What follows belongs to an exercise in optimizing a design on an open flow for small area, a short achievable clock period and few clock cycles; a production flow would make more cautious choices.
RTL that was checked went through simulation tests only; none was proved equivalent to the original.
No activity file was given, so power comes from the tool's default toggle rates.

==> run D <==
==> flow/design.v (excerpt) <==
module pfsm #(
    parameter [7:0] MARKER0      = 8'hA5,
    parameter [7:0] MARKER1      = 8'h5A,
    parameter [7:0] RETRY_BUDGET = 8'd2
) (
    input  wire         clk,
    input  wire         rst,
    input  wire         h_valid,
    output wire         h_ready,
    input  wire [18:0]  h_data,
    output reg          r_valid,
    input  wire         r_ready,
    output reg  [7:0]   r_data,
    output reg          r_last,
    input  wire         irq_valid,
    input  wire [3:0]   irq_flags,
    output reg          o_valid,
    input  wire         o_ready,
    output reg  [3:0]   o_op,
    output reg  [7:0]   o_data,
    input  wire         i_valid,
    output wire         i_ready,
    input  wire [7:0]   i_data,
    output wire         cip_req,
    output wire         cip_dir,
    output wire [127:0] cip_din,
    output wire [127:0] cip_key,
    input  wire         cip_done,
    input  wire         cip_timeout,
    input  wire [127:0] cip_dout,
    output wire         idle,
    output wire         fatal,
    output wire [2:0]   fault
);
    localparam [6:0] MAX_FRAME = 7'd96;
    localparam [3:0] OP_CONFIGURE = 4'd1,
                     OP_RX_ARM    = 4'd2,
                     OP_STROBE_RDY= 4'd3,
                     OP_FLUSH_RX  = 4'd4,
                     OP_FIFO_WR   = 4'd5,
                     OP_FIFO_BYTE = 4'd6,
                     OP_STROBE_TX = 4'd7,
                     OP_POWER_DN  = 4'd8,
                     OP_FIFO_RD   = 4'd9,
                     OP_METRICS   = 4'd10,
                     OP_MSG_AVAIL = 4'd11,
                     OP_DATA_SENT = 4'd12;
    localparam [1:0] M_UNINIT = 2'd0, M_RUN = 2'd1, M_STOPPED = 2'd2;
    localparam [2:0] F_OVERSIZE = 3'd1, F_NOT_INIT = 3'd2, F_TXDONE = 3'd3,
                     F_CRYPTO = 3'd4, F_BADCMD = 3'd5;
    localparam [4:0]
        ST_IDLE   = 5'd0,
        ST_DRAIN  = 5'd1,
        ST_INIT   = 5'd2,
        ST_INITW  = 5'd3,
        ST_RDSRC  = 5'd4,
        ST_RDDAT  = 5'd5,
        ST_W2STB  = 5'd6,
        ST_W2FRD  = 5'd7,
        ST_W2MET  = 5'd8,
        ST_W2FLU  = 5'd9,
        ST_W2PAR  = 5'd10,
  ...
Settings: LEC_CHECK=0, CAP_MARGIN=20, CORE_MARGIN=2, CORE_UTILIZATION=40, SLEW_MARGIN=20; clock period 10.0 ns.
standard.sh (not shown) runs the stock make flow with config.mk's settings and CLKGATE_MAP_FILE= SYNTH_SCRIPT=/design/flow/synth_recipe.tcl, a recipe that flattens the netlist after the stock synthesis.
==> flow/flow/run.sh <==
#!/bin/bash
# Layout: the standard ORFS flow. Synthesis is the standard synthesis
# (standard.sh synth, unchanged); the later steps run the same make command
# with these settings added:
#  - timing repair aims for 6.5 ns of setup slack (the default flow allows 5),
#    may resize cells to other footprints, and does not clone gates,
#  - port buffers are sky130_fd_sc_hd__buf_1,
#  - clock-tree sink clusters of up to 25 flip-flops within 80 um.
# All tool output goes to the log files here (and ORFS's own logs under orfs/).
set -e
export SETUP_SLACK_MARGIN=6.5
export SKIP_GATE_CLONING=1
export BUFFER_PORTS_ARGS="-buffer_cell sky130_fd_sc_hd__buf_1"
export CTS_CLUSTER_SIZE=25
export CTS_CLUSTER_DIAMETER=80
bash standard.sh synth > synth.log 2>&1
sed 's/"\${@:-finish}"/MATCH_CELL_FOOTPRINT=0 "${@:-finish}"/' standard.sh > layout.sh
grep -q "MATCH_CELL_FOOTPRINT=0" layout.sh
bash layout.sh finish > layout.log 2>&1
==> run X (differences from run D) <==
--- a/flow/design.v
+++ b/flow/design.v
@@ -107,21 +107,31 @@
     assign fault   = fault_r;
     assign cip_req = creq;
     assign cip_dir = cdir;
     assign cip_din = A;
     assign cip_key = key;
     wire o_free = !o_valid || o_ready;
     wire r_free = !r_valid || r_ready;
+    reg  [7:0]  rx_plen;       
+    always @(posedge clk) rx_plen <= rx_b2 - 8'd5;
+    wire [6:0]  h20 = h_data[6:0] + 7'd20;
     reg  [18:0] cq;
     reg         cv;
     wire [2:0]  op   = cq[18:16];
     wire [7:0]  op_a = cq[15:8];
     wire [7:0]  op_n = cq[7:0];
+    reg         cq_z, cq_16, cq_big, cq_lt;
+    reg [2:0]   cq_pb;
     always @(posedge clk) begin
-        cq <= h_data;
+        cq     <= h_data;
+        cq_z   <= (h_data[7:0] == 8'd0);
+        cq_16  <= (h_data[7:0] == 8'd16);
+        cq_big <= (h_data[7:0] > 8'd91);
+        cq_lt  <= (h_data[7:0] < rx_plen);
+        cq_pb  <= h20[6:4];
         if (rst) cv <= 1'b0;
         else     cv <= idl && h_valid;
     end
     wire [7:0] bus  = isrc ? i_data : h_data[7:0];
     wire       in_v = isrc ? i_valid : h_valid;
     wire       acc  = iact && in_rdy && in_v;
     wire [3:0] pos  = icnt[3:0];
@@ -138,18 +148,17 @@
     wire       tx_rot_en = (tx_rot != 3'd0);
     wire       rx_sh_en  = (rx_sh != 3'd0);
     wire [7:0] tx_byte = (tx_rot == 3'd1) ? t1[7:0] : t0[8*icnt[3:0] +: 8];
     wire [7:0] rx_byte = (rx_sh == 3'd1) ? q1[7:0] : q0[8*icnt[3:0] +: 8];
     wire       tx_can  = (tx_rot == 3'd0) || (tx_rot == 3'd1 && icnt[3:0] == 4'd0);
     wire       rx_can  = (rx_sh == 3'd0) || (rx_sh == 3'd1 && icnt[3:0] == 4'd0);
     wire        frame_valid = (rx_len >= 7'd5) && rx_mk && (rx_b2 >= 8'd5) && (rx_b2 <= {1'b0, rx_len});
-    wire [7:0]  rx_plen = rx_b2 - 8'd5;
     wire [6:0]  rx_lm1  = rx_len - 7'd1;
     wire [2:0]  rx_lb   = rx_lm1[6:4];       
-    wire [7:0]  rd_cnt  = (op_n < rx_plen) ? op_n : rx_plen;
+    wire [7:0]  rd_cnt  = cq_lt ? op_n : rx_plen;
     wire        relisten = tx_busy && tx_wack;
     reg [4:0]   st_n;
     reg [1:0]   mode_n;
     reg         fat_n;
     reg [2:0]   fault_n;
     reg         snap2_n, afill_n, kact_n;
     reg [7:0]   next_seq_n, good_lqi_n, good_rssi_n;
@@ -269,23 +278,23 @@
             if (frem == 8'd1) kact_n = 1'b0;
         end
         case (st)
         ST_IDLE: begin
             if (cv) begin
                 frem_n = op_n;
                 if (fat) begin
-                    if ((op == 3'd0 || op == 3'd1) && op_n != 8'd0) st_n = ST_DRAIN;
+                    if ((op == 3'd0 || op == 3'd1) && !cq_z) st_n = ST_DRAIN;
                 end else if (op == 3'd6 || op == 3'd7) begin
                     fat_n = 1'b1; if (fault_r == 3'd0) fault_n = F_BADCMD;
-                end else if (op == 3'd0 && op_n != 8'd16) begin
+                end else if (op == 3'd0 && !cq_16) begin
                     fat_n = 1'b1; if (fault_r == 3'd0) fault_n = F_BADCMD;
-                    if (op_n != 8'd0) st_n = ST_DRAIN;
+                    if (!cq_z) st_n = ST_DRAIN;
                 end else if (op != 3'd0 && mode != M_RUN) begin
                     fat_n = 1'b1; if (fault_r == 3'd0) fault_n = F_NOT_INIT;
-                    if (op == 3'd1 && op_n != 8'd0) st_n = ST_DRAIN;
+                    if (op == 3'd1 && !cq_z) st_n = ST_DRAIN;
                 end else if (op == 3'd0 && mode == M_RUN) begin
                     st_n = ST_DRAIN;
                 end else begin
                     case (op)
                     3'd0: begin                   
                         next_seq_n  = 8'd0;
                         good_lqi_n  = 8'd0;
@@ -295,38 +304,38 @@
                         tx_wack_n   = 1'b0;
                         rx_parsed_n = 1'b0;
                         kact_n      = 1'b1;
                         o_valid_n = 1'b1; o_op_n = OP_CONFIGURE; o_data_n = op_a;
                         st_n        = ST_INIT;
                     end
                     3'd1: begin                   
-                        if (op_n > 8'd91) begin
+                        if (cq_big) begin
                             fat_n = 1'b1; if (fault_r == 3'd0) fault_n = F_OVERSIZE;
                             st_n = ST_DRAIN;
                         end else if (tx_busy) begin
-                            if (op_n != 8'd0) st_n = ST_DRAIN;
+                            if (!cq_z) st_n = ST_DRAIN;
                         end else begin
                             tx_busy_n    = 1'b1;
                             tx_enc_n     = 1'b0;
                             tx_wack_n    = 1'b0;
                             tx_ack_n     = 1'b0;
                             tx_dest_n    = op_a;
                             tx_seq_n     = next_seq;
                             next_seq_n   = next_seq + 8'd1;
                             tx_retries_n = RETRY_BUDGET[1:0];
                             tx_n_n       = op_n[6:0];
                             tx_rot_n     = 3'd0;
                             icnt_n       = 7'd5;
-                            iact_n       = (op_n != 8'd0);
+                            iact_n       = (!cq_z);
                             isrc_n       = 1'b0;
                             cdir_n       = 1'b0;
                             cfail_n      = 1'b0;
                             fs_tx        = 1'b1;
-                            fs_p         = {(op_n[6:0] + 7'd20) >> 4, 4'b0} ;
-                            if (op_n == 8'd0) begin
+                            fs_p         = {1'b0, cq_pb, 4'b0};
+                            if (cq_z) begin
                                 creq_n    = 1'b1;
                                 c_last_n  = 1'b1;
                                 f_first_n = 1'b0;
                             end else begin
                                 f_first_n = 1'b1;
                             end
                             afill_n      = 1'b0;
@@ -486,15 +495,15 @@
                 icnt_n = 7'd0;
                 st_n = ST_XDAT;
             end
         end
         ST_XHDR: begin
             if (cfail) begin
                 if (!iact) st_n = ST_IDLE;
-            end else if ((tx_enc || (tx_load && c_last)) && o_free) begin
+            end else if (tx_enc && o_free) begin
                 o_valid_n = 1'b1; o_op_n = OP_FIFO_WR; o_data_n = tx_dest;
                 icnt_n = 7'd0;
                 st_n = ST_XDAT;
             end
         end
         ST_XDAT: if (o_free && tx_can) begin
             o_valid_n = 1'b1; o_op_n = OP_FIFO_BYTE; o_data_n = tx_byte;
@@ -552,14 +561,51 @@
             p_n = acc ? pos + 4'd1 : pos;
             in_rdy_n = iact_n && !(creq_n && p_n >= 4'd4);
         end
         if (fs_tx) in_rdy_n = iact_n;
         if (ist == I_LEN && i_valid) in_rdy_n = 1'b1;
         acc_idle_n = (st_b == ST_IDLE) && !ov_b && !rv_b;
     end
+    wire op0  = (op == 3'd0);
+    wire op1  = (op == 3'd1);
+    wire op67 = (op[2:1] == 2'b11);
+    wire run  = (mode == M_RUN);
+    wire d_init = !fat && op0 && cq_16 && !run;
+    wire d_fill = !fat && op1 && run && !cq_big && !tx_busy;
+    wire d_drain = fat ? ((op0 || op1) && !cq_z) :
+                   op67 ? 1'b0 :
+                   (op0 && !cq_16) ? !cq_z :
+                   (!op0 && !run) ? (op1 && !cq_z) :
+                   op0 ? 1'b1 :
+                   op1 ? (cq_big || (tx_busy && !cq_z)) : 1'b0;
+    wire d_nowork = fat ? !((op0 || op1) && !cq_z) :
+                    op67 ? 1'b1 :
+                    (op0 && !cq_16) ? cq_z :
+                    (!op0 && !run) ? !(op1 && !cq_z) :
+                    (op1 && !cq_big && tx_busy && cq_z);
+    wire dec    = (st == ST_IDLE) && cv;
+    wire h_last = h_valid && (frem == 8'd1);
+    wire idle_x = ((st == ST_IDLE) && !cv && o_free && r_free) ||
+                  (dec && d_nowork) ||
+                  ((st == ST_DRAIN) && h_last) ||
+                  ((st == ST_INITW) && !kact && o_free) ||
+                  ((st == ST_W2PAR) && cfail && o_free) ||
+                  ((st == ST_XHDR) && cfail && !iact && o_free);
+    wire tx_act  = iact && !isrc;
+    wire acc_t   = tx_act && in_rdy && h_valid;
+    wire [3:0] p_t = acc_t ? pos + 4'd1 : pos;
+    wire blk_t   = acc_t && (pos == 4'd15 || frem == 8'd1);
+    wire start_t = (!creq || ok_done) && (pend || blk_t) && !cfail;
+    wire creq_t  = start_t || (creq && !(cip_done || cip_timeout));
+    wire hr_tx_x = (tx_act && !(acc_t && frem == 8'd1) && !(creq_t && p_t >= 4'd4)) ||
+                   (dec && d_fill && !cq_z);
+    wire hr_x    = idle_x ||
+                   ((st == ST_DRAIN) && !h_last) || (dec && d_drain) ||
+                   (kact && !(h_valid && frem == 8'd1)) || (dec && d_init) ||
+                   hr_tx_x;
     always @(posedge clk) begin
         if (rst) begin
             st <= ST_IDLE; mode <= M_UNINIT; fat <= 1'b0; fault_r <= 3'd0;
             kact <= 1'b0; tx_busy <= 1'b0; tx_rot <= 3'd0;
             rx_parsed <= 1'b0; rx_sh <= 3'd0;
             iact <= 1'b0; in_rdy <= 1'b0; ist <= I_OFF;
             creq <= 1'b0; pend <= 1'b0; cfail <= 1'b0;
@@ -573,17 +619,17 @@
             creq <= creq_n; pend <= pend_n; cfail <= cfail_n;
             o_valid <= o_valid_n; r_valid <= r_valid_n;
             if (idl) begin
                 hr  <= !h_valid && !(irq_go && irq_work);
                 ir  <= irq_go && irq_flags[1] && !(irq_flags[0] && !tx_busy);
                 idl <= !h_valid && !(irq_go && irq_work);
             end else begin
-                hr  <= acc_idle_n || (st_b == ST_DRAIN) || kact_n || (iact_n && !isrc_b && in_rdy_n);
+                hr  <= hr_x;
                 ir  <= (ist_b == I_LEN) || (ist_b == I_MET) || (ist_b == I_DAT && (!iact_n || in_rdy_n));
-                idl <= acc_idle_n;
+                idl <= idle_x;
             end
         end
     end
     always @(posedge clk) begin
         snap2 <= snap2_n; afill <= afill_n;
         next_seq <= next_seq_n; good_lqi <= good_lqi_n; good_rssi <= good_rssi_n;
         tx_enc <= tx_enc_n; tx_wack <= tx_wack_n; tx_ack <= tx_ack_n;
==> flow/flow/run.sh (replaced) <==
#!/bin/bash
# Layout: the standard ORFS flow (standard.sh, unchanged synthesis) with
# these settings:
#  - timing repair aims for 6.5 ns of setup slack (the default flow allows 5),
#  - no gate cloning during timing repair,
#  - port buffers are sky130_fd_sc_hd__buf_1,
#  - clock-tree sink clusters of up to 25 flip-flops within 80 um.
# All tool output goes to standard.log here (and ORFS's own logs under orfs/).
export SETUP_SLACK_MARGIN=6.5
export SKIP_GATE_CLONING=1
export BUFFER_PORTS_ARGS="-buffer_cell sky130_fd_sc_hd__buf_1"
export CTS_CLUSTER_SIZE=25
export CTS_CLUSTER_DIAMETER=80
bash standard.sh finish > standard.log 2>&1
==> flow/config.mk (replaced) <==
export PLATFORM = sky130hd
export DESIGN_NAME = pfsm
export DESIGN_NICKNAME = pfsm
export VERILOG_FILES = /design/flow/design.v
export SDC_FILE = /design/flow/constraint.sdc
export NUM_CORES = 8
export LEC_CHECK = 0
export CAP_MARGIN = 20
export CORE_MARGIN = 2
export CORE_UTILIZATION = 55
export SLEW_MARGIN = 20
==> notes.md <==
| quantity | run D | run X |
|---|---|---|
| Status | complete, no violations | complete, no violations |
| Std-Cell Rows | 156 | 133 |
| Global routing usage on met2 | 29.9% | 37.8% |
| Post-Route M1 WL | 73,600 um | 78,200 um |
| Clock network contribution to total cell area | 4.13% | 3.79% |
| Critical path start-end classification | input pin to flip-flop | flip-flop to flip-flop |
| Multi-input logic area | 12,400 sq um | 12,500 sq um |
| Die span in x | 430 um | 369 um |
| Total met2 wirelength after detailed routing | 83,500 um | 78,600 um |
| Total clock network power | 4.88 mW | 4.63 mW |
| Endpoint of the worst hold-timing path | q0[94] | t4[67] |
| Synth Area in XOR/XNOR | 0.664% | 0.646% |
| Distinct cells, synth | 88 | 95 |
| Worst-skew pair later-pin latency | 800 ps | 750 ps |
| Number of buffers other than clock buffers in the final layout | 568 | 559 |
| Fill cell total of the finished layout | 15,500 | 9,881 |
| Avg Inst Size Synth | 18.3 sq um | 17.0 sq um |
| Non-clock buffers, area share | 3.47% | 3.54% |
| DR vias/cell | 5.30 | 5.84 |
| Total met3 wirelength after detailed routing | 9820 um | 11,600 um |
| Total clock sinks | 2,045 | 2,060 |
| Period Utilization, post-route | 35.9% | 34.7% |
Testbench counts of run D, summed over its fixed seeds: cycles 167,349.
Function not checked in run X: the RTL went through the layout flow alone.

* * *

==> run a <==
Another version of the RTL of pfsm (not shown whole).
Design pfsm, start of the top module:
module pfsm #(
    parameter [7:0] MARKER0      = 8'hA5,
    parameter [7:0] MARKER1      = 8'h5A,
    parameter [7:0] RETRY_BUDGET = 8'd2
) (
    input  wire         clk,
    input  wire         rst,
    input  wire         h_valid,
    output wire         h_ready,
    input  wire [18:0]  h_data,
    output reg          r_valid,
    input  wire         r_ready,
    output reg  [7:0]   r_data,
    output reg          r_last,
    input  wire         irq_valid,
    input  wire [3:0]   irq_flags,
    output reg          o_valid,
    input  wire         o_ready,
    output reg  [3:0]   o_op,
    output reg  [7:0]   o_data,
    input  wire         i_valid,
    output wire         i_ready,
    input  wire [7:0]   i_data,
    output wire         cip_req,
    output wire         cip_dir,
    output wire [127:0] cip_din,
    output wire [127:0] cip_key,
    input  wire         cip_done,
    input  wire         cip_timeout,
    input  wire [127:0] cip_dout,
    output wire         idle,
    output wire         fatal,
    output wire [2:0]   fault
);
    localparam [6:0] MAX_FRAME = 7'd96;
    localparam [3:0] OP_CONFIGURE = 4'd1,
                     OP_RX_ARM    = 4'd2,
                     OP_STROBE_RDY= 4'd3,
                     OP_FLUSH_RX  = 4'd4,
                     OP_FIFO_WR   = 4'd5,
                     OP_FIFO_BYTE = 4'd6,
                     OP_STROBE_TX = 4'd7,
                     OP_POWER_DN  = 4'd8,
                     OP_FIFO_RD   = 4'd9,
                     OP_METRICS   = 4'd10,
                     OP_MSG_AVAIL = 4'd11,
                     OP_DATA_SENT = 4'd12;
    localparam [1:0] M_UNINIT = 2'd0, M_RUN = 2'd1, M_STOPPED = 2'd2;
    localparam [2:0] F_OVERSIZE = 3'd1, F_NOT_INIT = 3'd2, F_TXDONE = 3'd3,
                     F_CRYPTO = 3'd4, F_BADCMD = 3'd5;
    localparam [4:0]
        ST_IDLE   = 5'd0,
        ST_DRAIN  = 5'd1,
        ST_INIT   = 5'd2,
        ST_INITW  = 5'd3,
        ST_RDSRC  = 5'd4,
        ST_RDDAT  = 5'd5,
        ST_W2STB  = 5'd6,
        ST_W2FRD  = 5'd7,
        ST_W2MET  = 5'd8,
        ST_W2FLU  = 5'd9,
        ST_W2PAR  = 5'd10,
        ST_RELIS  = 5'd11,
        ST_W3FLU  = 5'd12,
        ST_W3RET  = 5'd13,
        ST_XHDR   = 5'd14,
        ST_XDAT   = 5'd15,
        ST_XSTB   = 5'd16,
        ST_W2EM   = 5'd17;
  ...
export LEC_CHECK = 0
export CAP_MARGIN = 20
export CORE_MARGIN = 2
export CORE_UTILIZATION = 70
export SLEW_MARGIN = 20
create_clock -name core_clock -period 10.0 [get_ports {clk}]
==> flow/flow/run.sh <==
#!/bin/bash
# Layout: the standard ORFS flow (standard.sh, unchanged synthesis) with
# these settings:
#  - timing repair aims for 6.7 ns of setup slack (the default flow allows 5),
#  - no gate cloning during timing repair,
#  - port buffers are sky130_fd_sc_hd__buf_1,
#  - clock-tree sink clusters of up to 25 flip-flops within 80 um.
# All tool output goes to standard.log here (and ORFS's own logs under orfs/).
export SETUP_SLACK_MARGIN=6.7
export SKIP_GATE_CLONING=1
export BUFFER_PORTS_ARGS="-buffer_cell sky130_fd_sc_hd__buf_1"
export CTS_CLUSTER_SIZE=25
export CTS_CLUSTER_DIAMETER=80
bash standard.sh finish > standard.log 2>&1
==> run b: changes against run a <==
--- a/flow/design.v
+++ b/flow/design.v
@@ -115,22 +115,21 @@
     always @(posedge clk) rx_plen <= rx_b2 - 8'd5;
     wire [6:0]  h20 = h_data[6:0] + 7'd20;
     reg  [18:0] cq;
     reg         cv;
     wire [2:0]  op   = cq[18:16];
     wire [7:0]  op_a = cq[15:8];
     wire [7:0]  op_n = cq[7:0];
-    reg         cq_z, cq_16, cq_big, cq_lt;
+    reg         cq_z, cq_16, cq_big;
     reg [2:0]   cq_pb;
     always @(posedge clk) begin
         cq     <= h_data;
         cq_z   <= (h_data[7:0] == 8'd0);
         cq_16  <= (h_data[7:0] == 8'd16);
         cq_big <= (h_data[7:0] > 8'd91);
-        cq_lt  <= (h_data[7:0] < rx_plen);
         cq_pb  <= h20[6:4];
         if (rst) cv <= 1'b0;
         else     cv <= idl && h_valid;
     end
     wire [7:0] bus  = isrc ? i_data : h_data[7:0];
     wire       in_v = isrc ? i_valid : h_valid;
     wire       acc  = iact && in_rdy && in_v;
@@ -150,15 +149,14 @@
     wire [7:0] tx_byte = (tx_rot == 3'd1) ? t1[7:0] : t0[8*icnt[3:0] +: 8];
     wire [7:0] rx_byte = (rx_sh == 3'd1) ? q1[7:0] : q0[8*icnt[3:0] +: 8];
     wire       tx_can  = (tx_rot == 3'd0) || (tx_rot == 3'd1 && icnt[3:0] == 4'd0);
     wire       rx_can  = (rx_sh == 3'd0) || (rx_sh == 3'd1 && icnt[3:0] == 4'd0);
     wire        frame_valid = (rx_len >= 7'd5) && rx_mk && (rx_b2 >= 8'd5) && (rx_b2 <= {1'b0, rx_len});
     wire [6:0]  rx_lm1  = rx_len - 7'd1;
     wire [2:0]  rx_lb   = rx_lm1[6:4];       
-    wire [7:0]  rd_cnt  = cq_lt ? op_n : rx_plen;
     wire        relisten = tx_busy && tx_wack;
     reg [4:0]   st_n;
     reg [1:0]   mode_n;
     reg         fat_n;
     reg [2:0]   fault_n;
     reg         snap2_n, afill_n, kact_n;
     reg [7:0]   next_seq_n, good_lqi_n, good_rssi_n;
@@ -182,14 +180,20 @@
     reg         fs_tx, fs_ack, fs_rx;
     reg [7:0]   fs_p, fs_seq;
     reg         acc_idle_n;
     reg [4:0]   st_b;
     reg         ov_b, rv_b, isrc_b;
     reg [1:0]   ist_b;
     wire        irq_go = idl && !h_valid && irq_valid && mode == M_RUN && !fat && irq_flags[2:0] != 3'd0;
+    wire        fifo_end = i_valid && ist == I_DAT && ir && frem == 8'd1;
+    wire        met_end  = i_valid && ist == I_MET && frem[1:0] == 2'd2;
+    wire        rd_go    = idl && h_valid && !fat && mode == M_RUN && h_data[18:16] == 3'd2;
+    wire [7:0]  h_cnt    = (h_data[7:0] < rx_plen) ? h_data[7:0] : rx_plen;
+    wire        lqi_go   = idl && h_valid && !fat && mode == M_RUN &&
+                           (h_data[18:16] == 3'd3 || h_data[18:16] == 3'd4);
     wire        irq_work = irq_flags[0] ? tx_busy : (irq_flags[2:1] != 2'd0);
     reg [3:0]   pw_op, pop, pop_n;
     reg         pw_dat, pdat, pdat_n;
     reg [4:0]   pw_st, pst, pst_n;
     always @(posedge clk) begin
         pop <= pop_n; pdat <= pdat_n; pst <= pst_n;
     end
@@ -339,33 +343,14 @@
                                 f_first_n = 1'b1;
                             end
                             afill_n      = 1'b0;
                             snap2_n      = 1'b0;
                             st_n         = ST_XHDR;
                         end
                     end
-                    3'd2: begin                   
-                        r_valid_n = 1'b1;
-                        if (!rx_parsed) begin
-                            r_data_n = 8'd0;
-                            r_last_n = 1'b1;
-                        end else begin
-                            r_data_n    = rd_cnt;
-                            r_last_n    = 1'b0;
-                            frem_n     = rd_cnt[6:0];
-                            rx_parsed_n = 1'b0;
-                            st_n        = ST_RDSRC;
-                        end
-                    end
-                    3'd3: begin                   
-                        r_valid_n = 1'b1; r_data_n = good_lqi; r_last_n = 1'b1;
-                    end
-                    3'd4: begin                   
-                        r_valid_n = 1'b1; r_data_n = good_rssi; r_last_n = 1'b1;
-                    end
                     3'd5: begin                   
                         o_valid_n = 1'b1; o_op_n = OP_POWER_DN; o_data_n = 8'd0;
                         mode_n = M_STOPPED;
                     end
                     default: ;
                     endcase
                 end
@@ -399,19 +384,19 @@
             o_valid_n = 1'b1; o_op_n = OP_STROBE_RDY; o_data_n = 8'd0;
             st_n = ST_W2FRD;
         end
         ST_W2FRD: if (o_free) begin
             o_valid_n = 1'b1; o_op_n = OP_FIFO_RD; o_data_n = 8'd0;
             st_n = ST_W2MET;
         end
-        ST_W2MET: if (o_free && ist == I_MET) begin    
+        ST_W2MET: if (o_free && (ist == I_MET || fifo_end)) begin    
             o_valid_n = 1'b1; o_op_n = OP_METRICS; o_data_n = 8'd0;
             st_n = ST_W2FLU;
         end
-        ST_W2FLU: if (o_free && ist == I_OFF) begin
+        ST_W2FLU: if (o_free && (ist == I_OFF || met_end)) begin
             o_valid_n = 1'b1; o_op_n = OP_FLUSH_RX; o_data_n = 8'd0;
             st_n = (rx_len == 7'd0) ? ST_RELIS : ST_W2PAR;
         end
         ST_W2PAR: begin
             if (cfail) begin
                 st_n = ST_IDLE;
             end else if (rx_decdone) begin
@@ -520,14 +505,31 @@
         ST_XSTB: if (o_free) begin
             o_valid_n = 1'b1; o_op_n = OP_STROBE_TX; o_data_n = 8'd0;
             st_n = ST_IDLE;
         end
         default: st_n = ST_IDLE;
         endcase
         st_b = st_n; ov_b = o_valid_n; rv_b = r_valid_n; isrc_b = isrc_n; ist_b = ist_n;
+        if (rd_go) begin
+            r_valid_n = 1'b1;
+            if (!rx_parsed) begin
+                r_data_n = 8'd0;
+                r_last_n = 1'b1;
+            end else begin
+                r_data_n    = h_cnt;
+                r_last_n    = 1'b0;
+                frem_n      = h_cnt;
+                rx_parsed_n = 1'b0;
+                st_n        = ST_RDSRC;
+            end
+        end
+        if (lqi_go) begin
+            r_valid_n = 1'b1; r_last_n = 1'b1;
+            r_data_n  = h_data[16] ? good_lqi : good_rssi;
+        end
         if (irq_go) begin
             snap2_n = irq_flags[2];
             afill_n = 1'b0;
             if (irq_flags[1] && !(irq_flags[0] && !tx_busy)) begin
                 rx_parsed_n  = 1'b0;
                 rx_decdone_n = 1'b0;
                 rx_sh_n      = 3'd0;
@@ -580,16 +582,17 @@
     wire d_nowork = fat ? !((op0 || op1) && !cq_z) :
                     op67 ? 1'b1 :
                     (op0 && !cq_16) ? cq_z :
                     (!op0 && !run) ? !(op1 && !cq_z) :
                     (op1 && !cq_big && tx_busy && cq_z);
     wire dec    = (st == ST_IDLE) && cv;
     wire h_last = h_valid && (frem == 8'd1);
+    wire d_lqi  = !fat && run && (op == 3'd2 || op == 3'd3 || op == 3'd4);
     wire idle_x = ((st == ST_IDLE) && !cv && o_free && r_free) ||
-                  (dec && d_nowork) ||
+                  (dec && d_nowork) || (dec && d_lqi && r_free) ||
                   ((st == ST_DRAIN) && h_last) ||
                   ((st == ST_INITW) && !kact && o_free) ||
                   ((st == ST_W2PAR) && cfail && o_free) ||
                   ((st == ST_XHDR) && cfail && !iact && o_free);
     wire tx_act  = iact && !isrc;
     wire acc_t   = tx_act && in_rdy && h_valid;
     wire [3:0] p_t = acc_t ? pos + 4'd1 : pos;
==> flow/config.mk (replaced) <==
export PLATFORM = sky130hd
export DESIGN_NAME = pfsm
export DESIGN_NICKNAME = pfsm
export VERILOG_FILES = /design/flow/design.v
export SDC_FILE = /design/flow/constraint.sdc
export NUM_CORES = 8
export LEC_CHECK = 0
export CAP_MARGIN = 20
export CORE_MARGIN = 2
export CORE_UTILIZATION = 60
export SLEW_MARGIN = 20
==> comparison table <==
Result of the run: run b finished clean; run a finished clean
Number of buffers and inverters on the critical path: run b 4; run a 1
Yosys reg bits: run b 2059; run a 2060
Number of multi-input combinational cells: run b 1569; run a 1747
Normalized max-slew margin: run b 0.280; run a 0.169
Final worst setup slack: run b 6510 ps; run a 6570 ps
Inverters, non-clock: run b 65; run a 64
Cell-internal power: run b 17300 uW; run a 17200 uW
Routed met1 length: run b 69700 um; run a 65400 um
Number of global-route vias before repair: run b 34000; run a 36100
Post-synthesis share of cell area spent on full adders, half adders and majority gates: run b 0.00586; run a 0.00603
Finished Layout Cells: run b 6122; run a 6015
Horizontal extent of the die: run b 352 um; run a 325 um
Post-route design area: run b 0.0819 mm^2; run a 0.0802 mm^2
Testbench counts of run a, summed over its fixed seeds: cycles 167,131.
Function not checked in run b: the RTL went through the layout flow alone.

-- afterwards: timing with drivers on the ports --
How much do the figures lean on ideal ports? The routed layouts below were timed once more, with nothing changed but the port constraints.
Step 1: set_driving_cell puts a clkbuf_16 on clk and a buf_2 on each other input, an assumption about the parent block.
Step 2 times the ports against the registers' clock, not the clock port: input delays grow and output delays shrink by t, the midpoint of the rising clock arrivals with the driver on.
a / b / c = ideal ports / drivers / drivers and shift; a / b = the first two.
| run | shift t [ns] | setup slack, ns | hold WS [ns] | cell pins on the clock port's net |
|---|---|---|---|---|
| run D | 0.848 | 6.414 / 6.413 / 5.565 | 0.391 / 0.391 / 0.391 | 1 |
| run X | 0.810 | 6.528 / 6.469 / 5.748 | 0.412 / 0.412 / 0.412 | 1 |
| run a | 0.778 | 6.568 / 6.496 / 5.888 | 0.399 / 0.399 / 0.399 | 1 |
| run b | 0.782 | 6.510 / 6.531 / 5.749 | 0.402 / 0.402 / 0.402 | 1 |
After both steps setup and hold are still met in every run listed. For run D, which loses most, drivers alone change the setup slack by -0.001 ns; drivers and shift together by -0.849 ns.
